Context: an optimization exercise on an open-source flow, tuned for a short achievable clock period. The choices shown serve that exercise and are no tape-out recipe.
Only simulation tests tie the RTL to the original design; equivalence was not proved.
No activity file was given, so power comes from the tool's default toggle rates.

$ cat flow/config.mk
export PLATFORM = sky130hd
export DESIGN_NAME = crcfr
export DESIGN_NICKNAME = crcfr
export VERILOG_FILES = /design/flow/design.v
export SDC_FILE = /design/flow/constraint.sdc
export NUM_CORES = 4
export LEC_CHECK = 0
export CAP_MARGIN = 20
export CORE_MARGIN = 2
export CORE_UTILIZATION = 40
export SETUP_SLACK_MARGIN = 5
export SLEW_MARGIN = 20
export SYNTH_HIERARCHICAL = 1
$ cat flow/constraint.sdc
create_clock -name core_clock -period 10.0 [get_ports {clk}]
set_input_delay 2.0000 -clock core_clock [delete_from_list [all_inputs] [get_ports {clk}]]
set_output_delay 2.0000 -clock core_clock [all_outputs]
set_load 0.01 [all_outputs]
$ cat flow/design.v
module crcfr (
    input  wire        clk,
    input  wire        rst_n,     
    input  wire        sel,       
    input  wire        we,        
    input  wire [1:0]  size,      
    input  wire [5:0]  addr,      
    input  wire [31:0] wdata,
    output reg  [31:0] rdata,
    output wire        buserr,
    output wire        irq
);
    localparam [3:0] ST_IDLE = 4'd0, ST_RAW = 4'd1, ST_ENC = 4'd2, ST_DEC = 4'd3,
                     ST_SIGGEN = 4'd4, ST_SIGCHK = 4'd5, ST_ERROR = 4'd15;
    localparam [2:0] PH_NONE = 3'd0, PH_LEN = 3'd1, PH_TAG = 3'd2, PH_PAYLOAD = 3'd3,
                     PH_CRC = 3'd4, PH_SIG = 3'd5, PH_END = 3'd6;
    localparam [3:0] E_MALFORMED_TAG = 4'd1, E_TRUNCATED = 4'd2, E_CHECKSUM = 4'd3,
                     E_SIGNATURE = 4'd4, E_ILLEGAL_CMD = 4'd5, E_NOT_ALLOWED = 4'd6,
                     E_UNEXPECTED = 4'd7, E_OVERRUN = 4'd8, E_CONFIG = 4'd9;
    localparam [1:0] SRC_CMD = 2'd0, SRC_DIN = 2'd1, SRC_CONFIG = 2'd2;
    localparam [3:0] R_ID = 4'd0, R_CMD = 4'd1, R_STATUS = 4'd2, R_ERRINFO = 4'd3,
                     R_CRC_STATE = 4'd4, R_CRC_RESULT = 4'd5, R_LEN = 4'd6, R_TAG = 4'd7,
                     R_AVAIL = 4'd8, R_PCOUNT = 4'd9, R_STORED = 4'd10, R_TAGFLAGS = 4'd11,
                     R_DIN = 4'd12, R_DOUT = 4'd13, R_INTEN = 4'd14, R_INTSTAT = 4'd15;
    function [31:0] crc_byte;
        input [31:0] c;
        input [7:0]  b;
        integer k;
        reg [31:0] v;
        begin
            v = c ^ {24'd0, b};
            for (k = 0; k < 8; k = k + 1)
                v = v[0] ? ((v >> 1) ^ 32'hEDB88320) : (v >> 1);
            crc_byte = v;
        end
    endfunction
    function is_letter;
        input [7:0] b;
        begin
            is_letter = (b >= 8'h41 && b <= 8'h5A) || (b >= 8'h61 && b <= 8'h7A);
        end
    endfunction
    function [7:0] be_byte;
        input [31:0] v;
        input [1:0]  i;
        begin
            case (i)
                2'd0: be_byte = v[31:24];
                2'd1: be_byte = v[23:16];
                2'd2: be_byte = v[15:8];
                default: be_byte = v[7:0];
            endcase
        end
    endfunction
    function [7:0] sig_byte;
        input [2:0] i;
        begin
            case (i)
                3'd0: sig_byte = 8'h89;
                3'd1: sig_byte = 8'h50;
                3'd2: sig_byte = 8'h4E;
                3'd3: sig_byte = 8'h47;
                3'd4: sig_byte = 8'h0D;
                3'd5: sig_byte = 8'h0A;
                3'd6: sig_byte = 8'h1A;
                default: sig_byte = 8'h0A;
            endcase
        end
    endfunction
    reg [3:0]  state;
    reg [2:0]  phase;
    reg [2:0]  idx;
    reg [3:0]  err;
    reg        done;
    reg        outv;
    reg [7:0]  outbuf;
    reg        pass;
    reg [3:0]  ei_state;
    reg [2:0]  ei_phase;
    reg [2:0]  ei_idx;
    reg [1:0]  ei_src;
    reg [31:0] crc;
    reg [31:0] len;
    reg [31:0] tag;
    reg [31:0] avail;
    reg [31:0] pcount;
    reg [31:0] stored;
    reg [1:0]  inten;
    reg [1:0]  intstat;
    reg [31:0] left;       
    reg [31:0] lim;        
    reg        lgt;        
    reg        leq;        
    wire legal_acc = (size == 2'd2) && (addr[1:0] == 2'b00);
    wire [3:0] a = addr[5:2];
    assign buserr = sel && !legal_acc;
    wire wr = sel && legal_acc && we;
    wire rd = sel && legal_acc && !we;
    wire w_cmd  = wr && (a == R_CMD);
    wire w_cfg  = wr && (a == R_CRC_STATE || a == R_LEN || a == R_TAG || a == R_AVAIL);
    wire w_din  = wr && (a == R_DIN);
    wire w_ien  = wr && (a == R_INTEN);
    wire w_ist  = wr && (a == R_INTSTAT);
    wire r_dout = rd && (a == R_DOUT) && outv;
    wire [7:0] din = wdata[7:0];
    wire [3:0] op    = wdata[3:0];
    wire       legal = (wdata[31:9] == 23'd0) && (wdata[7:4] == 4'd0) &&
                       (op <= 4'd8) && (!wdata[8] || op == 4'd6);
    wire c_sr  = legal && (op == 4'd1);
    wire c_ab  = legal && (op == 4'd2);
    wire c_crc = legal && (op == 4'd3 || op == 4'd4);
    wire c_ini = legal && (op == 4'd3);
    wire c_enc = legal && (op == 4'd5);
    wire c_dec = legal && (op == 4'd6);
    wire c_sg  = legal && (op == 4'd7);
    wire c_sc  = legal && (op == 4'd8);
    wire [3:0] letter = {is_letter(tag[7:0]), is_letter(tag[15:8]),
                         is_letter(tag[23:16]), is_letter(tag[31:24])};
    wire all_let = &letter;
    wire [31:0] tagflags = {22'd0, all_let & ~tag[13], tag[5], ~tag[13],
                            ~tag[21], ~tag[29], all_let, letter};
    assign irq = |(intstat & inten);
    wire [31:0] status  = {12'd0, irq, pass, outv, done, err, 1'b0, idx, 1'b0, phase, state};
    wire [31:0] errinfo = {18'd0, ei_src, 1'b0, ei_idx, 1'b0, ei_phase, ei_state};
    wire [63:0] rd_sel;
    crcfr_rdec u_rdec0 (.a(a), .d(rd_sel[15:0]));
    crcfr_rdec u_rdec1 (.a(a), .d(rd_sel[31:16]));
    crcfr_rdec u_rdec2 (.a(a), .d(rd_sel[47:32]));
    crcfr_rdec u_rdec3 (.a(a), .d(rd_sel[63:48]));
    wire [31:0] rdata_w;
    crcfr_rmux u_rmux (.d(rd_sel), .status(status), .errinfo(errinfo), .crc(crc), .crc_n(~crc),
                       .len(len), .tag(tag), .avail(avail), .pcount(pcount), .stored(stored),
                       .tagflags(tagflags[9:0]), .dout({outv, outbuf}), .inten(inten),
                       .intstat(intstat), .q(rdata_w));
    always @(*) rdata = rdata_w;
    wire s_idle = (state == ST_IDLE);
    wire s_raw  = (state == ST_RAW);
    wire s_enc  = (state == ST_ENC);
    wire s_dec  = (state == ST_DEC);
    wire s_sgen = (state == ST_SIGGEN);
    wire s_schk = (state == ST_SIGCHK);
    wire s_err  = (state == ST_ERROR);
    wire p_len  = (phase == PH_LEN);
    wire p_tag  = (phase == PH_TAG);
    wire p_pay  = (phase == PH_PAYLOAD);
    wire p_crc  = (phase == PH_CRC);
    wire p_sig  = (phase == PH_SIG);
    wire p_end  = (phase == PH_END);
    wire idx3 = (idx == 3'd3);
    wire idx7 = (idx == 3'd7);
    wire [2:0] idx_inc = idx + 3'd1;
    wire len_nz  = (len != 32'd0);
    wire lt12    = (avail < 32'd12);
    wire lt8     = (avail < 32'd8);
    wire pc_last = (left == 32'd1);
    wire [31:0] crc_res   = ~crc;
    wire [31:0] crc_shift = crc_byte(crc, 8'd0);
    wire [31:0] crc_din   = crc_shift ^ crc_byte(32'd0, din);    
    wire [7:0]  tag_b     = be_byte(tag, idx[1:0]);
    wire [31:0] crc_tag   = crc_byte(crc, tag_b);
    wire [31:0] pcount_inc = pcount + 32'd1;
    wire [31:0] avail_dec  = avail - 32'd1;
    wire [31:0] left_dec   = left - 32'd1;
    wire [7:0] lim_b  = be_byte(lim, idx[1:0]);
    wire       b_gt   = (din > lim_b);
    wire       b_eq   = (din == lim_b);
    wire       trunc  = lgt | (leq & b_gt);           
    wire       tag_ok = letter[3] & letter[2] & letter[1] & is_letter(din);   
    wire       chk_ok = (stored[23:0] == crc_res[31:8]) & (din == crc_res[7:0]);
    wire       sig_ok = (din == sig_byte(idx));
    wire d_enc_ok  = s_enc & p_pay & ~outv;
    wire d_pay_ok  = s_dec & p_pay & ~(pass & outv);
    wire din_raise = (s_enc & ~(p_pay & ~outv))
                   | (s_dec & p_len & idx3 & trunc)
                   | (s_dec & p_tag & idx3 & ~tag_ok)
                   | (s_dec & p_pay & pass & outv)
                   | (s_dec & p_crc & idx3 & ~chk_ok)
                   | (s_schk & ~sig_ok)
                   | s_idle | s_sgen;
    reg [3:0] din_code;
    always @(*) begin
        if (s_enc)       din_code = p_pay ? E_OVERRUN : E_UNEXPECTED;
        else if (s_dec)  din_code = p_len ? E_TRUNCATED : p_tag ? E_MALFORMED_TAG :
                                    p_pay ? E_OVERRUN : E_CHECKSUM;
        else if (s_schk) din_code = E_SIGNATURE;
        else             din_code = E_UNEXPECTED;
    end
    reg [3:0] dn_state;
    reg [2:0] dn_phase;
    reg [2:0] dn_idx;
    reg       dn_complete;
    always @(*) begin
        dn_state = state; dn_phase = phase; dn_idx = idx; dn_complete = 1'b0;
        if (s_enc || (s_dec && p_pay)) begin
            if (pc_last) begin dn_phase = PH_CRC; dn_idx = 3'd0; end
        end else if (s_dec) begin
            if (!idx3) dn_idx = idx_inc;
            else begin
                dn_idx = 3'd0;
                if (p_len) dn_phase = PH_TAG;
                else if (p_tag) dn_phase = len_nz ? PH_PAYLOAD : PH_CRC;
                else begin dn_complete = 1'b1; dn_state = ST_IDLE; dn_phase = PH_NONE; end
            end
        end else if (s_schk) begin
            if (!idx7) dn_idx = idx_inc;
            else begin dn_complete = 1'b1; dn_state = ST_IDLE; dn_phase = PH_NONE; dn_idx = 3'd0; end
        end
    end
    reg [3:0] rn_state;
    reg [2:0] rn_phase;
    reg [2:0] rn_idx;
    reg       rn_outv;
    reg [7:0] rn_outbuf;
    reg       rn_complete;
    always @(*) begin
        rn_state = state; rn_phase = phase; rn_idx = idx;
        rn_outv = 1'b0; rn_outbuf = 8'd0; rn_complete = 1'b0;
        if ((s_enc || s_sgen) && p_end) begin
            rn_complete = 1'b1; rn_state = ST_IDLE; rn_phase = PH_NONE; rn_idx = 3'd0;
        end else if (s_enc && (p_len || p_tag || p_crc)) begin
            rn_outv = 1'b1;
            rn_outbuf = p_len ? be_byte(len, idx[1:0]) : p_tag ? tag_b : be_byte(crc_res, idx[1:0]);
            if (!idx3) rn_idx = idx_inc;
            else begin
                rn_idx = 3'd0;
                rn_phase = p_len ? PH_TAG : p_tag ? (len_nz ? PH_PAYLOAD : PH_CRC) : PH_END;
            end
        end else if (s_sgen && p_sig) begin
            rn_outv = 1'b1;
            rn_outbuf = sig_byte(idx);
            if (!idx7) rn_idx = idx_inc;
            else begin rn_idx = 3'd0; rn_phase = PH_END; end
        end
    end
    wire start_ok  = legal & ((c_crc & (s_idle | s_raw)) | ((c_enc | c_dec | c_sg | c_sc) & s_idle));
    wire cmd_raise = ~s_err & (~legal
                   | (c_crc & ~(s_idle | s_raw))
                   | ((c_enc | c_dec | c_sg | c_sc) & ~s_idle)
                   | (c_enc & s_idle & ~all_let)
                   | (c_dec & s_idle & lt12)
                   | (c_sc & s_idle & lt8));
    wire cmd_ill   = ~legal;
    wire cmd_na    = legal & ((c_crc & ~(s_idle | s_raw)) | ((c_enc | c_dec | c_sg | c_sc) & ~s_idle));
    wire [3:0] cmd_code = cmd_ill ? E_ILLEGAL_CMD : cmd_na ? E_NOT_ALLOWED :
                          c_enc ? E_MALFORMED_TAG : c_dec ? E_TRUNCATED : E_SIGNATURE;
    wire [3:0] cmd_ei_state = (cmd_ill | cmd_na) ? state :
                              c_enc ? ST_ENC : c_dec ? ST_DEC : ST_SIGCHK;
    wire [2:0] cmd_ei_phase = (cmd_ill | cmd_na) ? phase : c_sc ? PH_SIG : PH_LEN;
    wire [2:0] cmd_ei_idx   = (cmd_ill | cmd_na) ? idx : 3'd0;
    wire soft_reset = w_cmd & c_sr;
    wire abort      = w_cmd & c_ab;
    wire start      = w_cmd & ~s_err & start_ok;
    wire raise = (w_cmd & cmd_raise) | (w_cfg & ~s_err & ~s_idle) | (w_din & din_raise);
    reg [3:0]  n_state;
    reg [2:0]  n_phase;
    reg [2:0]  n_idx;
    reg [3:0]  n_err;
    reg        n_done;
    reg        n_outv;
    reg [7:0]  n_outbuf;
    reg        n_pass;
    reg [3:0]  n_ei_state;
    reg [2:0]  n_ei_phase;
    reg [2:0]  n_ei_idx;
    reg [1:0]  n_ei_src;
    reg [31:0] n_crc;
    reg [31:0] n_len;
    reg [31:0] n_tag;
    reg [31:0] n_avail;
    reg [31:0] n_pcount;
    reg [31:0] n_stored;
    reg [1:0]  n_inten;
    reg [1:0]  n_intstat;
    reg [31:0] n_left;
    reg [31:0] n_lim;
    reg        n_lgt;
    reg        n_leq;
    always @(*) begin
        n_state    = state;
        n_phase    = phase;
        n_idx      = idx;
        n_err      = err;
        n_done     = done;
        n_outv     = outv;
        n_outbuf   = outbuf;
        n_pass     = pass;
        n_ei_state = ei_state;
        n_ei_phase = ei_phase;
        n_ei_idx   = ei_idx;
        n_ei_src   = ei_src;
        n_crc      = crc;
        n_len      = len;
        n_tag      = tag;
        n_avail    = avail;
        n_pcount   = pcount;
        n_stored   = stored;
        n_inten    = inten;
        n_intstat  = intstat;
        n_left     = left;
        n_lim      = lim;
        n_lgt      = lgt;
        n_leq      = leq;
        if (w_cmd) begin
            if (start) begin
                if (c_crc) begin
                    n_pass = 1'b0;
                    if (c_ini) begin n_crc = 32'hFFFFFFFF; n_pcount = 32'd0; end
                end else if (c_enc) begin
                    n_pass = 1'b0; n_crc = 32'hFFFFFFFF; n_pcount = 32'd0; n_left = len;
                end else if (c_dec) begin
                    n_pass = !wdata[8]; n_crc = 32'hFFFFFFFF; n_pcount = 32'd0;
                    n_len = 32'd0; n_tag = 32'd0; n_stored = 32'd0;
                    n_left = 32'd0; n_lim = avail - 32'd12; n_lgt = 1'b0; n_leq = 1'b1;
                end else begin
                    n_pass = 1'b0;
                end
            end
        end
        if (w_cfg && s_idle) begin
            case (a)
                R_CRC_STATE: n_crc   = wdata;
                R_LEN:       n_len   = wdata;
                R_TAG:       n_tag   = wdata;
                default:     n_avail = wdata;
            endcase
        end
        if (w_din) begin
            if (s_raw || d_enc_ok || (s_dec && p_tag) || d_pay_ok)
                n_crc = crc_din;
            if (s_raw || d_enc_ok || d_pay_ok)
                n_pcount = pcount_inc;
            if (d_enc_ok || d_pay_ok)
                n_left = left_dec;
            if (s_dec && !(p_pay && pass && outv) || s_schk)
                n_avail = avail_dec;
            if (s_dec && p_len) begin
                n_len  = {len[23:0], din};
                n_left = {left[23:0], din};
                n_lgt  = lgt | (leq & b_gt);
                n_leq  = leq & b_eq;
            end
            if (s_dec && p_tag)
                n_tag = {tag[23:0], din};
            if (s_dec && p_crc)
                n_stored = {stored[23:0], din};
        end
        if (r_dout && s_enc && p_tag)
            n_crc = crc_tag;
        if (w_ien)
            n_inten = wdata[1:0];
        if (raise) begin
            n_state    = ST_ERROR;
            n_phase    = PH_NONE;
            n_idx      = 3'd0;
            n_outv     = 1'b0;
            n_outbuf   = 8'd0;
            n_done     = 1'b0;
            n_intstat  = intstat | 2'b10;
            if (w_cmd) begin
                n_err = cmd_code; n_ei_src = SRC_CMD;
                n_ei_state = cmd_ei_state; n_ei_phase = cmd_ei_phase; n_ei_idx = cmd_ei_idx;
            end else if (w_cfg) begin
                n_err = E_CONFIG; n_ei_src = SRC_CONFIG;
                n_ei_state = state; n_ei_phase = phase; n_ei_idx = idx;
            end else begin
                n_err = din_code; n_ei_src = SRC_DIN;
                n_ei_state = state; n_ei_phase = phase; n_ei_idx = idx;
            end
        end else if (w_cmd) begin
            if (abort) begin
                n_state = ST_IDLE; n_phase = PH_NONE; n_idx = 3'd0; n_err = 4'd0;
                n_ei_state = 4'd0; n_ei_phase = 3'd0; n_ei_idx = 3'd0; n_ei_src = 2'd0;
                n_done = 1'b0; n_outv = 1'b0; n_outbuf = 8'd0;
            end else if (start) begin
                n_done = 1'b0;
                n_idx  = 3'd0;
                n_outv = 1'b0; n_outbuf = 8'd0;
                if (c_crc) begin
                    n_state = ST_RAW; n_phase = PH_NONE;
                end else if (c_enc) begin
                    n_state = ST_ENC; n_phase = PH_LEN; n_idx = 3'd1;
                    n_outv = 1'b1; n_outbuf = len[31:24];
                end else if (c_dec) begin
                    n_state = ST_DEC; n_phase = PH_LEN;
                end else if (c_sg) begin
                    n_state = ST_SIGGEN; n_phase = PH_SIG; n_idx = 3'd1;
                    n_outv = 1'b1; n_outbuf = 8'h89;
                end else begin
                    n_state = ST_SIGCHK; n_phase = PH_SIG;
                end
            end
        end else if (w_din) begin
            if (!s_err && !s_raw) begin
                n_state = dn_state; n_phase = dn_phase; n_idx = dn_idx;
                if (dn_complete) begin
                    n_done = 1'b1; n_intstat = intstat | 2'b01;
                end
                if (d_enc_ok || (d_pay_ok && pass)) begin
                    n_outv = 1'b1; n_outbuf = din;
                end
            end
        end else if (r_dout) begin
            n_state = rn_state; n_phase = rn_phase; n_idx = rn_idx;
            n_outv = rn_outv; n_outbuf = rn_outbuf;
            if (rn_complete) begin
                n_done = 1'b1; n_intstat = intstat | 2'b01;
            end
        end else if (w_ist) begin
            n_intstat = intstat & ~wdata[1:0];
        end
    end
    always @(posedge clk) begin
        if (!rst_n || soft_reset) begin
            state    <= ST_IDLE;
            phase    <= PH_NONE;
            idx      <= 3'd0;
            err      <= 4'd0;
            done     <= 1'b0;
            outv     <= 1'b0;
            outbuf   <= 8'd0;
            pass     <= 1'b0;
            ei_state <= 4'd0;
            ei_phase <= 3'd0;
            ei_idx   <= 3'd0;
            ei_src   <= 2'd0;
            crc      <= 32'hFFFFFFFF;
            len      <= 32'd0;
            tag      <= 32'd0;
            avail    <= 32'd0;
            pcount   <= 32'd0;
            stored   <= 32'd0;
            inten    <= 2'd0;
            intstat  <= 2'd0;
            left     <= 32'd0;
            lim      <= 32'd0;
            lgt      <= 1'b0;
            leq      <= 1'b0;
        end else begin
            state    <= n_state;
            phase    <= n_phase;
            idx      <= n_idx;
            err      <= n_err;
            done     <= n_done;
            outv     <= n_outv;
            outbuf   <= n_outbuf;
            pass     <= n_pass;
            ei_state <= n_ei_state;
            ei_phase <= n_ei_phase;
            ei_idx   <= n_ei_idx;
            ei_src   <= n_ei_src;
            crc      <= n_crc;
            len      <= n_len;
            tag      <= n_tag;
            avail    <= n_avail;
            pcount   <= n_pcount;
            stored   <= n_stored;
            inten    <= n_inten;
            intstat  <= n_intstat;
            left     <= n_left;
            lim      <= n_lim;
            lgt      <= n_lgt;
            leq      <= n_leq;
        end
    end
endmodule
module crcfr_rmux (
    input  wire [63:0] d,
    input  wire [31:0] status,
    input  wire [31:0] errinfo,
    input  wire [31:0] crc,
    input  wire [31:0] crc_n,
    input  wire [31:0] len,
    input  wire [31:0] tag,
    input  wire [31:0] avail,
    input  wire [31:0] pcount,
    input  wire [31:0] stored,
    input  wire [9:0] tagflags,
    input  wire [8:0] dout,
    input  wire [1:0] inten,
    input  wire [1:0] intstat,
    output wire [31:0] q
);
    wire y0_c; crcfr_a21oi u0_c (.a1(d[2]), .a2(status[0]), .b1(d[0]), .y(y0_c));
    wire y0_0; crcfr_aoi22 u0_0 (.a1(d[3]), .a2(errinfo[0]), .b1(d[4]), .b2(crc[0]), .y(y0_0));
    wire y0_1; crcfr_aoi22 u0_1 (.a1(d[5]), .a2(crc_n[0]), .b1(d[6]), .b2(len[0]), .y(y0_1));
    wire y0_2; crcfr_aoi22 u0_2 (.a1(d[7]), .a2(tag[0]), .b1(d[8]), .b2(avail[0]), .y(y0_2));
    wire y0_3; crcfr_aoi22 u0_3 (.a1(d[9]), .a2(pcount[0]), .b1(d[10]), .b2(stored[0]), .y(y0_3));
    wire y0_4; crcfr_aoi22 u0_4 (.a1(d[11]), .a2(tagflags[0]), .b1(d[13]), .b2(dout[0]), .y(y0_4));
    wire y0_5; crcfr_aoi22 u0_5 (.a1(d[14]), .a2(inten[0]), .b1(d[15]), .b2(intstat[0]), .y(y0_5));
    crcfr_nandn #(.N(7)) u0_o (.y({y0_c, y0_0, y0_1, y0_2, y0_3, y0_4, y0_5}), .q(q[0]));
    wire y1_0; crcfr_aoi22 u1_0 (.a1(d[2]), .a2(status[1]), .b1(d[3]), .b2(errinfo[1]), .y(y1_0));
    wire y1_1; crcfr_aoi22 u1_1 (.a1(d[4]), .a2(crc[1]), .b1(d[5]), .b2(crc_n[1]), .y(y1_1));
    wire y1_2; crcfr_aoi22 u1_2 (.a1(d[6]), .a2(len[1]), .b1(d[7]), .b2(tag[1]), .y(y1_2));
    wire y1_3; crcfr_aoi22 u1_3 (.a1(d[8]), .a2(avail[1]), .b1(d[9]), .b2(pcount[1]), .y(y1_3));
    wire y1_4; crcfr_aoi22 u1_4 (.a1(d[10]), .a2(stored[1]), .b1(d[11]), .b2(tagflags[1]), .y(y1_4));
    wire y1_5; crcfr_aoi22 u1_5 (.a1(d[13]), .a2(dout[1]), .b1(d[14]), .b2(inten[1]), .y(y1_5));
    wire y1_6; crcfr_nand2 u1_6 (.a(d[15]), .b(intstat[1]), .y(y1_6));
    crcfr_nandn #(.N(7)) u1_o (.y({y1_0, y1_1, y1_2, y1_3, y1_4, y1_5, y1_6}), .q(q[1]));
    wire y2_0; crcfr_aoi22 u2_0 (.a1(d[2]), .a2(status[2]), .b1(d[3]), .b2(errinfo[2]), .y(y2_0));
    wire y2_1; crcfr_aoi22 u2_1 (.a1(d[4]), .a2(crc[2]), .b1(d[5]), .b2(crc_n[2]), .y(y2_1));
    wire y2_2; crcfr_aoi22 u2_2 (.a1(d[6]), .a2(len[2]), .b1(d[7]), .b2(tag[2]), .y(y2_2));
    wire y2_3; crcfr_aoi22 u2_3 (.a1(d[8]), .a2(avail[2]), .b1(d[9]), .b2(pcount[2]), .y(y2_3));
    wire y2_4; crcfr_aoi22 u2_4 (.a1(d[10]), .a2(stored[2]), .b1(d[11]), .b2(tagflags[2]), .y(y2_4));
    wire y2_5; crcfr_nand2 u2_5 (.a(d[13]), .b(dout[2]), .y(y2_5));
    crcfr_nandn #(.N(6)) u2_o (.y({y2_0, y2_1, y2_2, y2_3, y2_4, y2_5}), .q(q[2]));
    wire y3_0; crcfr_aoi22 u3_0 (.a1(d[2]), .a2(status[3]), .b1(d[3]), .b2(errinfo[3]), .y(y3_0));
    wire y3_1; crcfr_aoi22 u3_1 (.a1(d[4]), .a2(crc[3]), .b1(d[5]), .b2(crc_n[3]), .y(y3_1));
    wire y3_2; crcfr_aoi22 u3_2 (.a1(d[6]), .a2(len[3]), .b1(d[7]), .b2(tag[3]), .y(y3_2));
    wire y3_3; crcfr_aoi22 u3_3 (.a1(d[8]), .a2(avail[3]), .b1(d[9]), .b2(pcount[3]), .y(y3_3));
    wire y3_4; crcfr_aoi22 u3_4 (.a1(d[10]), .a2(stored[3]), .b1(d[11]), .b2(tagflags[3]), .y(y3_4));
    wire y3_5; crcfr_nand2 u3_5 (.a(d[13]), .b(dout[3]), .y(y3_5));
    crcfr_nandn #(.N(6)) u3_o (.y({y3_0, y3_1, y3_2, y3_3, y3_4, y3_5}), .q(q[3]));
    wire y4_c; crcfr_a21oi u4_c (.a1(d[2]), .a2(status[4]), .b1(d[0]), .y(y4_c));
    wire y4_0; crcfr_aoi22 u4_0 (.a1(d[3]), .a2(errinfo[4]), .b1(d[4]), .b2(crc[4]), .y(y4_0));
    wire y4_1; crcfr_aoi22 u4_1 (.a1(d[5]), .a2(crc_n[4]), .b1(d[6]), .b2(len[4]), .y(y4_1));
    wire y4_2; crcfr_aoi22 u4_2 (.a1(d[7]), .a2(tag[4]), .b1(d[8]), .b2(avail[4]), .y(y4_2));
    wire y4_3; crcfr_aoi22 u4_3 (.a1(d[9]), .a2(pcount[4]), .b1(d[10]), .b2(stored[4]), .y(y4_3));
    wire y4_4; crcfr_aoi22 u4_4 (.a1(d[11]), .a2(tagflags[4]), .b1(d[13]), .b2(dout[4]), .y(y4_4));
    crcfr_nandn #(.N(6)) u4_o (.y({y4_c, y4_0, y4_1, y4_2, y4_3, y4_4}), .q(q[4]));
    wire y5_c; crcfr_a21oi u5_c (.a1(d[2]), .a2(status[5]), .b1(d[0]), .y(y5_c));
    wire y5_0; crcfr_aoi22 u5_0 (.a1(d[3]), .a2(errinfo[5]), .b1(d[4]), .b2(crc[5]), .y(y5_0));
    wire y5_1; crcfr_aoi22 u5_1 (.a1(d[5]), .a2(crc_n[5]), .b1(d[6]), .b2(len[5]), .y(y5_1));
    wire y5_2; crcfr_aoi22 u5_2 (.a1(d[7]), .a2(tag[5]), .b1(d[8]), .b2(avail[5]), .y(y5_2));
    wire y5_3; crcfr_aoi22 u5_3 (.a1(d[9]), .a2(pcount[5]), .b1(d[10]), .b2(stored[5]), .y(y5_3));
    wire y5_4; crcfr_aoi22 u5_4 (.a1(d[11]), .a2(tagflags[5]), .b1(d[13]), .b2(dout[5]), .y(y5_4));
    crcfr_nandn #(.N(6)) u5_o (.y({y5_c, y5_0, y5_1, y5_2, y5_3, y5_4}), .q(q[5]));
    wire y6_0; crcfr_aoi22 u6_0 (.a1(d[2]), .a2(status[6]), .b1(d[3]), .b2(errinfo[6]), .y(y6_0));
    wire y6_1; crcfr_aoi22 u6_1 (.a1(d[4]), .a2(crc[6]), .b1(d[5]), .b2(crc_n[6]), .y(y6_1));
    wire y6_2; crcfr_aoi22 u6_2 (.a1(d[6]), .a2(len[6]), .b1(d[7]), .b2(tag[6]), .y(y6_2));
    wire y6_3; crcfr_aoi22 u6_3 (.a1(d[8]), .a2(avail[6]), .b1(d[9]), .b2(pcount[6]), .y(y6_3));
    wire y6_4; crcfr_aoi22 u6_4 (.a1(d[10]), .a2(stored[6]), .b1(d[11]), .b2(tagflags[6]), .y(y6_4));
    wire y6_5; crcfr_nand2 u6_5 (.a(d[13]), .b(dout[6]), .y(y6_5));
    crcfr_nandn #(.N(6)) u6_o (.y({y6_0, y6_1, y6_2, y6_3, y6_4, y6_5}), .q(q[6]));
    wire y7_0; crcfr_aoi22 u7_0 (.a1(d[4]), .a2(crc[7]), .b1(d[5]), .b2(crc_n[7]), .y(y7_0));
    wire y7_1; crcfr_aoi22 u7_1 (.a1(d[6]), .a2(len[7]), .b1(d[7]), .b2(tag[7]), .y(y7_1));
    wire y7_2; crcfr_aoi22 u7_2 (.a1(d[8]), .a2(avail[7]), .b1(d[9]), .b2(pcount[7]), .y(y7_2));
    wire y7_3; crcfr_aoi22 u7_3 (.a1(d[10]), .a2(stored[7]), .b1(d[11]), .b2(tagflags[7]), .y(y7_3));
    wire y7_4; crcfr_nand2 u7_4 (.a(d[13]), .b(dout[7]), .y(y7_4));
    crcfr_nandn #(.N(5)) u7_o (.y({y7_0, y7_1, y7_2, y7_3, y7_4}), .q(q[7]));
    wire y8_c; crcfr_a21oi u8_c (.a1(d[18]), .a2(status[8]), .b1(d[16]), .y(y8_c));
    wire y8_0; crcfr_aoi22 u8_0 (.a1(d[19]), .a2(errinfo[8]), .b1(d[20]), .b2(crc[8]), .y(y8_0));
    wire y8_1; crcfr_aoi22 u8_1 (.a1(d[21]), .a2(crc_n[8]), .b1(d[22]), .b2(len[8]), .y(y8_1));
    wire y8_2; crcfr_aoi22 u8_2 (.a1(d[23]), .a2(tag[8]), .b1(d[24]), .b2(avail[8]), .y(y8_2));
    wire y8_3; crcfr_aoi22 u8_3 (.a1(d[25]), .a2(pcount[8]), .b1(d[26]), .b2(stored[8]), .y(y8_3));
    wire y8_4; crcfr_aoi22 u8_4 (.a1(d[27]), .a2(tagflags[8]), .b1(d[29]), .b2(dout[8]), .y(y8_4));
    crcfr_nandn #(.N(6)) u8_o (.y({y8_c, y8_0, y8_1, y8_2, y8_3, y8_4}), .q(q[8]));
    wire y9_c; crcfr_a21oi u9_c (.a1(d[18]), .a2(status[9]), .b1(d[16]), .y(y9_c));
    wire y9_0; crcfr_aoi22 u9_0 (.a1(d[19]), .a2(errinfo[9]), .b1(d[20]), .b2(crc[9]), .y(y9_0));
    wire y9_1; crcfr_aoi22 u9_1 (.a1(d[21]), .a2(crc_n[9]), .b1(d[22]), .b2(len[9]), .y(y9_1));
    wire y9_2; crcfr_aoi22 u9_2 (.a1(d[23]), .a2(tag[9]), .b1(d[24]), .b2(avail[9]), .y(y9_2));
    wire y9_3; crcfr_aoi22 u9_3 (.a1(d[25]), .a2(pcount[9]), .b1(d[26]), .b2(stored[9]), .y(y9_3));
    wire y9_4; crcfr_nand2 u9_4 (.a(d[27]), .b(tagflags[9]), .y(y9_4));
    crcfr_nandn #(.N(6)) u9_o (.y({y9_c, y9_0, y9_1, y9_2, y9_3, y9_4}), .q(q[9]));
    wire y10_0; crcfr_aoi22 u10_0 (.a1(d[18]), .a2(status[10]), .b1(d[19]), .b2(errinfo[10]), .y(y10_0));
    wire y10_1; crcfr_aoi22 u10_1 (.a1(d[20]), .a2(crc[10]), .b1(d[21]), .b2(crc_n[10]), .y(y10_1));
    wire y10_2; crcfr_aoi22 u10_2 (.a1(d[22]), .a2(len[10]), .b1(d[23]), .b2(tag[10]), .y(y10_2));
    wire y10_3; crcfr_aoi22 u10_3 (.a1(d[24]), .a2(avail[10]), .b1(d[25]), .b2(pcount[10]), .y(y10_3));
    wire y10_4; crcfr_nand2 u10_4 (.a(d[26]), .b(stored[10]), .y(y10_4));
    crcfr_nandn #(.N(5)) u10_o (.y({y10_0, y10_1, y10_2, y10_3, y10_4}), .q(q[10]));
    wire y11_0; crcfr_aoi22 u11_0 (.a1(d[20]), .a2(crc[11]), .b1(d[21]), .b2(crc_n[11]), .y(y11_0));
    wire y11_1; crcfr_aoi22 u11_1 (.a1(d[22]), .a2(len[11]), .b1(d[23]), .b2(tag[11]), .y(y11_1));
    wire y11_2; crcfr_aoi22 u11_2 (.a1(d[24]), .a2(avail[11]), .b1(d[25]), .b2(pcount[11]), .y(y11_2));
    wire y11_3; crcfr_nand2 u11_3 (.a(d[26]), .b(stored[11]), .y(y11_3));
    crcfr_nandn #(.N(4)) u11_o (.y({y11_0, y11_1, y11_2, y11_3}), .q(q[11]));
    wire y12_0; crcfr_aoi22 u12_0 (.a1(d[18]), .a2(status[12]), .b1(d[19]), .b2(errinfo[12]), .y(y12_0));
    wire y12_1; crcfr_aoi22 u12_1 (.a1(d[20]), .a2(crc[12]), .b1(d[21]), .b2(crc_n[12]), .y(y12_1));
    wire y12_2; crcfr_aoi22 u12_2 (.a1(d[22]), .a2(len[12]), .b1(d[23]), .b2(tag[12]), .y(y12_2));
    wire y12_3; crcfr_aoi22 u12_3 (.a1(d[24]), .a2(avail[12]), .b1(d[25]), .b2(pcount[12]), .y(y12_3));
    wire y12_4; crcfr_nand2 u12_4 (.a(d[26]), .b(stored[12]), .y(y12_4));
    crcfr_nandn #(.N(5)) u12_o (.y({y12_0, y12_1, y12_2, y12_3, y12_4}), .q(q[12]));
    wire y13_0; crcfr_aoi22 u13_0 (.a1(d[18]), .a2(status[13]), .b1(d[19]), .b2(errinfo[13]), .y(y13_0));
    wire y13_1; crcfr_aoi22 u13_1 (.a1(d[20]), .a2(crc[13]), .b1(d[21]), .b2(crc_n[13]), .y(y13_1));
    wire y13_2; crcfr_aoi22 u13_2 (.a1(d[22]), .a2(len[13]), .b1(d[23]), .b2(tag[13]), .y(y13_2));
    wire y13_3; crcfr_aoi22 u13_3 (.a1(d[24]), .a2(avail[13]), .b1(d[25]), .b2(pcount[13]), .y(y13_3));
    wire y13_4; crcfr_nand2 u13_4 (.a(d[26]), .b(stored[13]), .y(y13_4));
    crcfr_nandn #(.N(5)) u13_o (.y({y13_0, y13_1, y13_2, y13_3, y13_4}), .q(q[13]));
    wire y14_c; crcfr_a21oi u14_c (.a1(d[18]), .a2(status[14]), .b1(d[16]), .y(y14_c));
    wire y14_0; crcfr_aoi22 u14_0 (.a1(d[20]), .a2(crc[14]), .b1(d[21]), .b2(crc_n[14]), .y(y14_0));
    wire y14_1; crcfr_aoi22 u14_1 (.a1(d[22]), .a2(len[14]), .b1(d[23]), .b2(tag[14]), .y(y14_1));
    wire y14_2; crcfr_aoi22 u14_2 (.a1(d[24]), .a2(avail[14]), .b1(d[25]), .b2(pcount[14]), .y(y14_2));
    wire y14_3; crcfr_nand2 u14_3 (.a(d[26]), .b(stored[14]), .y(y14_3));
    crcfr_nandn #(.N(5)) u14_o (.y({y14_c, y14_0, y14_1, y14_2, y14_3}), .q(q[14]));
    wire y15_0; crcfr_aoi22 u15_0 (.a1(d[18]), .a2(status[15]), .b1(d[20]), .b2(crc[15]), .y(y15_0));
    wire y15_1; crcfr_aoi22 u15_1 (.a1(d[21]), .a2(crc_n[15]), .b1(d[22]), .b2(len[15]), .y(y15_1));
    wire y15_2; crcfr_aoi22 u15_2 (.a1(d[23]), .a2(tag[15]), .b1(d[24]), .b2(avail[15]), .y(y15_2));
    wire y15_3; crcfr_aoi22 u15_3 (.a1(d[25]), .a2(pcount[15]), .b1(d[26]), .b2(stored[15]), .y(y15_3));
    crcfr_nandn #(.N(4)) u15_o (.y({y15_0, y15_1, y15_2, y15_3}), .q(q[15]));
    wire y16_0; crcfr_aoi22 u16_0 (.a1(d[34]), .a2(status[16]), .b1(d[36]), .b2(crc[16]), .y(y16_0));
    wire y16_1; crcfr_aoi22 u16_1 (.a1(d[37]), .a2(crc_n[16]), .b1(d[38]), .b2(len[16]), .y(y16_1));
    wire y16_2; crcfr_aoi22 u16_2 (.a1(d[39]), .a2(tag[16]), .b1(d[40]), .b2(avail[16]), .y(y16_2));
    wire y16_3; crcfr_aoi22 u16_3 (.a1(d[41]), .a2(pcount[16]), .b1(d[42]), .b2(stored[16]), .y(y16_3));
    crcfr_nandn #(.N(4)) u16_o (.y({y16_0, y16_1, y16_2, y16_3}), .q(q[16]));
    wire y17_c; crcfr_a21oi u17_c (.a1(d[34]), .a2(status[17]), .b1(d[32]), .y(y17_c));
    wire y17_0; crcfr_aoi22 u17_0 (.a1(d[36]), .a2(crc[17]), .b1(d[37]), .b2(crc_n[17]), .y(y17_0));
    wire y17_1; crcfr_aoi22 u17_1 (.a1(d[38]), .a2(len[17]), .b1(d[39]), .b2(tag[17]), .y(y17_1));
    wire y17_2; crcfr_aoi22 u17_2 (.a1(d[40]), .a2(avail[17]), .b1(d[41]), .b2(pcount[17]), .y(y17_2));
    wire y17_3; crcfr_nand2 u17_3 (.a(d[42]), .b(stored[17]), .y(y17_3));
    crcfr_nandn #(.N(5)) u17_o (.y({y17_c, y17_0, y17_1, y17_2, y17_3}), .q(q[17]));
    wire y18_0; crcfr_aoi22 u18_0 (.a1(d[34]), .a2(status[18]), .b1(d[36]), .b2(crc[18]), .y(y18_0));
    wire y18_1; crcfr_aoi22 u18_1 (.a1(d[37]), .a2(crc_n[18]), .b1(d[38]), .b2(len[18]), .y(y18_1));
    wire y18_2; crcfr_aoi22 u18_2 (.a1(d[39]), .a2(tag[18]), .b1(d[40]), .b2(avail[18]), .y(y18_2));
    wire y18_3; crcfr_aoi22 u18_3 (.a1(d[41]), .a2(pcount[18]), .b1(d[42]), .b2(stored[18]), .y(y18_3));
    crcfr_nandn #(.N(4)) u18_o (.y({y18_0, y18_1, y18_2, y18_3}), .q(q[18]));
    wire y19_0; crcfr_aoi22 u19_0 (.a1(d[34]), .a2(status[19]), .b1(d[36]), .b2(crc[19]), .y(y19_0));
    wire y19_1; crcfr_aoi22 u19_1 (.a1(d[37]), .a2(crc_n[19]), .b1(d[38]), .b2(len[19]), .y(y19_1));
    wire y19_2; crcfr_aoi22 u19_2 (.a1(d[39]), .a2(tag[19]), .b1(d[40]), .b2(avail[19]), .y(y19_2));
    wire y19_3; crcfr_aoi22 u19_3 (.a1(d[41]), .a2(pcount[19]), .b1(d[42]), .b2(stored[19]), .y(y19_3));
    crcfr_nandn #(.N(4)) u19_o (.y({y19_0, y19_1, y19_2, y19_3}), .q(q[19]));
    wire y20_c; crcfr_a21oi u20_c (.a1(d[36]), .a2(crc[20]), .b1(d[32]), .y(y20_c));
    wire y20_0; crcfr_aoi22 u20_0 (.a1(d[37]), .a2(crc_n[20]), .b1(d[38]), .b2(len[20]), .y(y20_0));
    wire y20_1; crcfr_aoi22 u20_1 (.a1(d[39]), .a2(tag[20]), .b1(d[40]), .b2(avail[20]), .y(y20_1));
    wire y20_2; crcfr_aoi22 u20_2 (.a1(d[41]), .a2(pcount[20]), .b1(d[42]), .b2(stored[20]), .y(y20_2));
    crcfr_nandn #(.N(4)) u20_o (.y({y20_c, y20_0, y20_1, y20_2}), .q(q[20]));
    wire y21_0; crcfr_aoi22 u21_0 (.a1(d[36]), .a2(crc[21]), .b1(d[37]), .b2(crc_n[21]), .y(y21_0));
    wire y21_1; crcfr_aoi22 u21_1 (.a1(d[38]), .a2(len[21]), .b1(d[39]), .b2(tag[21]), .y(y21_1));
    wire y21_2; crcfr_aoi22 u21_2 (.a1(d[40]), .a2(avail[21]), .b1(d[41]), .b2(pcount[21]), .y(y21_2));
    wire y21_3; crcfr_nand2 u21_3 (.a(d[42]), .b(stored[21]), .y(y21_3));
    crcfr_nandn #(.N(4)) u21_o (.y({y21_0, y21_1, y21_2, y21_3}), .q(q[21]));
    wire y22_c; crcfr_a21oi u22_c (.a1(d[36]), .a2(crc[22]), .b1(d[32]), .y(y22_c));
    wire y22_0; crcfr_aoi22 u22_0 (.a1(d[37]), .a2(crc_n[22]), .b1(d[38]), .b2(len[22]), .y(y22_0));
    wire y22_1; crcfr_aoi22 u22_1 (.a1(d[39]), .a2(tag[22]), .b1(d[40]), .b2(avail[22]), .y(y22_1));
    wire y22_2; crcfr_aoi22 u22_2 (.a1(d[41]), .a2(pcount[22]), .b1(d[42]), .b2(stored[22]), .y(y22_2));
    crcfr_nandn #(.N(4)) u22_o (.y({y22_c, y22_0, y22_1, y22_2}), .q(q[22]));
    wire y23_0; crcfr_aoi22 u23_0 (.a1(d[36]), .a2(crc[23]), .b1(d[37]), .b2(crc_n[23]), .y(y23_0));
    wire y23_1; crcfr_aoi22 u23_1 (.a1(d[38]), .a2(len[23]), .b1(d[39]), .b2(tag[23]), .y(y23_1));
    wire y23_2; crcfr_aoi22 u23_2 (.a1(d[40]), .a2(avail[23]), .b1(d[41]), .b2(pcount[23]), .y(y23_2));
    wire y23_3; crcfr_nand2 u23_3 (.a(d[42]), .b(stored[23]), .y(y23_3));
    crcfr_nandn #(.N(4)) u23_o (.y({y23_0, y23_1, y23_2, y23_3}), .q(q[23]));
    wire y24_c; crcfr_a21oi u24_c (.a1(d[52]), .a2(crc[24]), .b1(d[48]), .y(y24_c));
    wire y24_0; crcfr_aoi22 u24_0 (.a1(d[53]), .a2(crc_n[24]), .b1(d[54]), .b2(len[24]), .y(y24_0));
    wire y24_1; crcfr_aoi22 u24_1 (.a1(d[55]), .a2(tag[24]), .b1(d[56]), .b2(avail[24]), .y(y24_1));
    wire y24_2; crcfr_aoi22 u24_2 (.a1(d[57]), .a2(pcount[24]), .b1(d[58]), .b2(stored[24]), .y(y24_2));
    crcfr_nandn #(.N(4)) u24_o (.y({y24_c, y24_0, y24_1, y24_2}), .q(q[24]));
    wire y25_c; crcfr_a21oi u25_c (.a1(d[52]), .a2(crc[25]), .b1(d[48]), .y(y25_c));
    wire y25_0; crcfr_aoi22 u25_0 (.a1(d[53]), .a2(crc_n[25]), .b1(d[54]), .b2(len[25]), .y(y25_0));
    wire y25_1; crcfr_aoi22 u25_1 (.a1(d[55]), .a2(tag[25]), .b1(d[56]), .b2(avail[25]), .y(y25_1));
    wire y25_2; crcfr_aoi22 u25_2 (.a1(d[57]), .a2(pcount[25]), .b1(d[58]), .b2(stored[25]), .y(y25_2));
    crcfr_nandn #(.N(4)) u25_o (.y({y25_c, y25_0, y25_1, y25_2}), .q(q[25]));
    wire y26_0; crcfr_aoi22 u26_0 (.a1(d[52]), .a2(crc[26]), .b1(d[53]), .b2(crc_n[26]), .y(y26_0));
    wire y26_1; crcfr_aoi22 u26_1 (.a1(d[54]), .a2(len[26]), .b1(d[55]), .b2(tag[26]), .y(y26_1));
    wire y26_2; crcfr_aoi22 u26_2 (.a1(d[56]), .a2(avail[26]), .b1(d[57]), .b2(pcount[26]), .y(y26_2));
    wire y26_3; crcfr_nand2 u26_3 (.a(d[58]), .b(stored[26]), .y(y26_3));
    crcfr_nandn #(.N(4)) u26_o (.y({y26_0, y26_1, y26_2, y26_3}), .q(q[26]));
    wire y27_0; crcfr_aoi22 u27_0 (.a1(d[52]), .a2(crc[27]), .b1(d[53]), .b2(crc_n[27]), .y(y27_0));
    wire y27_1; crcfr_aoi22 u27_1 (.a1(d[54]), .a2(len[27]), .b1(d[55]), .b2(tag[27]), .y(y27_1));
    wire y27_2; crcfr_aoi22 u27_2 (.a1(d[56]), .a2(avail[27]), .b1(d[57]), .b2(pcount[27]), .y(y27_2));
    wire y27_3; crcfr_nand2 u27_3 (.a(d[58]), .b(stored[27]), .y(y27_3));
    crcfr_nandn #(.N(4)) u27_o (.y({y27_0, y27_1, y27_2, y27_3}), .q(q[27]));
    wire y28_0; crcfr_aoi22 u28_0 (.a1(d[52]), .a2(crc[28]), .b1(d[53]), .b2(crc_n[28]), .y(y28_0));
    wire y28_1; crcfr_aoi22 u28_1 (.a1(d[54]), .a2(len[28]), .b1(d[55]), .b2(tag[28]), .y(y28_1));
    wire y28_2; crcfr_aoi22 u28_2 (.a1(d[56]), .a2(avail[28]), .b1(d[57]), .b2(pcount[28]), .y(y28_2));
    wire y28_3; crcfr_nand2 u28_3 (.a(d[58]), .b(stored[28]), .y(y28_3));
    crcfr_nandn #(.N(4)) u28_o (.y({y28_0, y28_1, y28_2, y28_3}), .q(q[28]));
    wire y29_0; crcfr_aoi22 u29_0 (.a1(d[52]), .a2(crc[29]), .b1(d[53]), .b2(crc_n[29]), .y(y29_0));
    wire y29_1; crcfr_aoi22 u29_1 (.a1(d[54]), .a2(len[29]), .b1(d[55]), .b2(tag[29]), .y(y29_1));
    wire y29_2; crcfr_aoi22 u29_2 (.a1(d[56]), .a2(avail[29]), .b1(d[57]), .b2(pcount[29]), .y(y29_2));
    wire y29_3; crcfr_nand2 u29_3 (.a(d[58]), .b(stored[29]), .y(y29_3));
    crcfr_nandn #(.N(4)) u29_o (.y({y29_0, y29_1, y29_2, y29_3}), .q(q[29]));
    wire y30_c; crcfr_a21oi u30_c (.a1(d[52]), .a2(crc[30]), .b1(d[48]), .y(y30_c));
    wire y30_0; crcfr_aoi22 u30_0 (.a1(d[53]), .a2(crc_n[30]), .b1(d[54]), .b2(len[30]), .y(y30_0));
    wire y30_1; crcfr_aoi22 u30_1 (.a1(d[55]), .a2(tag[30]), .b1(d[56]), .b2(avail[30]), .y(y30_1));
    wire y30_2; crcfr_aoi22 u30_2 (.a1(d[57]), .a2(pcount[30]), .b1(d[58]), .b2(stored[30]), .y(y30_2));
    crcfr_nandn #(.N(4)) u30_o (.y({y30_c, y30_0, y30_1, y30_2}), .q(q[30]));
    wire y31_0; crcfr_aoi22 u31_0 (.a1(d[52]), .a2(crc[31]), .b1(d[53]), .b2(crc_n[31]), .y(y31_0));
    wire y31_1; crcfr_aoi22 u31_1 (.a1(d[54]), .a2(len[31]), .b1(d[55]), .b2(tag[31]), .y(y31_1));
    wire y31_2; crcfr_aoi22 u31_2 (.a1(d[56]), .a2(avail[31]), .b1(d[57]), .b2(pcount[31]), .y(y31_2));
    wire y31_3; crcfr_nand2 u31_3 (.a(d[58]), .b(stored[31]), .y(y31_3));
    crcfr_nandn #(.N(4)) u31_o (.y({y31_0, y31_1, y31_2, y31_3}), .q(q[31]));
endmodule
module crcfr_aoi22 (input wire a1, input wire a2, input wire b1, input wire b2, output wire y);
    assign y = ~((a1 & a2) | (b1 & b2));
endmodule
module crcfr_a21oi (input wire a1, input wire a2, input wire b1, output wire y);
    assign y = ~((a1 & a2) | b1);
endmodule
module crcfr_nand2 (input wire a, input wire b, output wire y);
    assign y = ~(a & b);
endmodule
module crcfr_nandn #(parameter N = 2) (input wire [N-1:0] y, output wire q);
    assign q = ~&y;
endmodule
module crcfr_rdec (input wire [3:0] a, output wire [15:0] d);
    genvar k;
    generate
        for (k = 0; k < 16; k = k + 1) begin : g_dec
            assign d[k] = (a == k);
        end
    endgenerate
endmodule
$ cat flow/run.sh
#!/bin/bash
# synth_recipe.tcl (not shown) runs the flow's synth.tcl, then flattens the netlist and writes it again
# the make line also repeats each setting of config.mk as NAME=value (left out here)
make -C /OpenROAD-flow-scripts/flow DESIGN_CONFIG=/design/flow/config.mk WORK_HOME=/design/flow/orfs CLKGATE_MAP_FILE= SYNTH_SCRIPT=/design/flow/synth_recipe.tcl finish
==> impl_metrics.toml <==
[sta]
finalCriticalPeriod_ns = 5.49
clock.fmax_mhz = 182
rsz0062_at_grt = "yes"
finClkSkew_ns = 0.0312
setup-violations-final = 0
finalWorstSetupSlack_ns = 4.51
final_max_slew_viol_count = 0
finalHoldViolations = 0
tightest_slew_ns = 1.25
relSlewSlack = 0.160
setup_tns_ns = 0
finalCritPeriodShare = 0.549

[clocking]
hold_buffers = 0
cts_tree = "done"
cts_buffer_depth = 3
htreeDepth = 2
cts.clk_slew.worst_paths_ns = 0.06
clock-sinks = 299
clk_latency_ns = 0.60
cts_buffers = 40
cts_root_buf = "clkbuf_16"

[placed_design]
gp_congestion = 1.02
hpwl_microns = 81500
post-place-ws_ns = 3.50
port_buffers = 77

[run_status]
status = "finished clean"

[run]
maxCapViolCount = 0

[global_routing]
antenna_found_initial = 4
grt_first_pass_wirelength_microns = 168000
grt_remaining_overflow = 0
grt_max_degree = 93
grtUsageTotal = 0.405
grt_pass1_vias = 23100

[finish]
final_cell_mix = "297 x dfxtp_1, 240 x nor2_1, 232 x a21oi_1, 216 x nand2_1, 179 x xnor2_1"
final_common_cell = "dfxtp_1"
fillers = 5245
finalNetCount = 2981
syn_to_final_growth_pct = 22.3
drive_gt1_frac = 0.208
multi_input_area_sq_um = 15300
regArea_sq_um = 5990

[setup_path]
crit_buf_inv = 1
end_kind = "primary output"
cpPeakStageDelay_ns = 0.93
arrival_ns = 3.49
cp-start-kind = "flop"
cp_slowest_cell = "nor3b_1"
crit_family = "simple AND/OR/NAND/NOR gates"
crit_type = "flop to primary output"
cp_max_fo = 5
crit_chain = "or4_1 > o22ai_1 > nor3b_1 > nand4_1 > nor2_1 > nand2_1 > nand3_2 > buf_6"
cp.required_ns = 8.00

[synthesis]
yosysWarnings = 7
syn_area_sq_um = 22200
syn_inst = 2763
synth.avg_cell_area_sq_um = 8.03
syn_nets = 2843

[detailed_routing]
viasPerCell = 6.83
wl_microns = 119000
dr.first_iter.drc_count = 4050
vias = 25100
post_drt_wl_per_cell_microns = 32.4
first_pass_iters = 9
drc = 0
route.antenna.remaining_nets = 0

[hold_path]
hold_path.class = "flop to flop"

[power]
ir_drop_mv = 0.121
p_leak_uw = 0.00968
totalPowerFinal_uw = 3050
p_per_area_nw_per_um2 = 112

[floorplanning]
core_sq_um = 55000
dieHeight_microns = 240
die_area_sq_um = 57400
io_pins = 78
die_x_microns = 240
std_cell_rows = 86
start_util = 0.403
per-stage QoR:
| step | cell area [sq um] | util | instances | hold WS (ns) |
|---|---|---|---|---|
| 4_1_cts | 26600 | 0.484 | 3644 | 0.452 |
| 3_3_place_gp | 23500 | 0.427 | 3443 | 0.438 |
| 3_5_place_dp | 23500 | 0.427 | 3444 | 0.445 |
| 5_1_grt | 27100 | 0.493 | 3681 | 0.466 |
| 2_1_floorplan | 22300 | - | 2763 | 0.429 |
| 6_report | 27100 | 0.493 | 3682 | 0.451 |
metal layers:
metal,track usage,wire length [microns]
met3,0.113,15200
met5,0,0
met1,0.531,46700
met2,0.585,49300
met4,0.247,8100
area by class of cell:
cell class,instances,area share
multi-input cells,2172,0.563
flip-flops and latches,299,0.221
repair buffers,299,0.119
clock buffers,60,0.0434
well taps,748,0.0345
inverters,89,0.0130
clock inverters,14,0.00590
diodes,1,0.0000923
what timing repair did:
action | 4_1_cts | 5_1_grt
buffers inserted | 108 | 36
endpoints found under the setup margin | 275 | 116
resized for setup | 289 | 42
cloned | 18 | 1
pin swaps | 79 | 65
worst min-delay path, stage by stage (launching register included):
cell and delay (ns):
dfxtp_1 0.30, nand2_1 0.05, a21oi_1 0.05
sequential cells by signal (all words and copies together) (netlist names), 8 cells and up:
signal,cells
avail,32
crc,32
left,32
len,32
lim,32
outbuf,8
pcount,32
stored,32
tag,32
power by group:
part / leakage [uW] / switching [uW] / total (uW) / internal [uW]
Clock: 0.000657 / 623 / 1490 / 870
Sequential: 0.00241 / 1.48 / 1190 / 1190
Combinational: 0.00661 / 215 / 365 / 151
Total: 0.00968 / 839 / 3050 / 2210
worst paths after layout:
path / from / slack [ns] / end / depth (start not counted)
hold reg to reg: lim[3] / 0.45 / lim[3] / 2
setup reg to reg: idx[0] / 5.31 / outv / 15
setup / recovery: tag[25] / 4.51 / rdata[9] / 8
hold / removal: lim[3] / 0.45 / lim[3] / 2

## port drivers added, routing unchanged
In the flow no input, the clock included, has a driving cell. The finished layout below was timed again as built, in two steps.
Step 1 sets driving cells, clkbuf_16 on the clock port and buf_2 on the other inputs (assumed; they add their load-dependent delay and slew).
Step 2 also shifts input and output timing later by t, the mid clock arrival at the registers, as if the neighbouring blocks saw the same clock.
a / b / c = ideal ports / drivers / drivers and shift; a / b = the first two.
t, ns: 0.647
slack for setup (ns): 4.508 / 4.447 / 4.399
clock arrival spread, ns: 0.035 / 0.035
After both steps setup and hold are still met in this run. For this run, drivers alone change the setup slack by -0.061 ns; drivers and shift together by -0.109 ns.
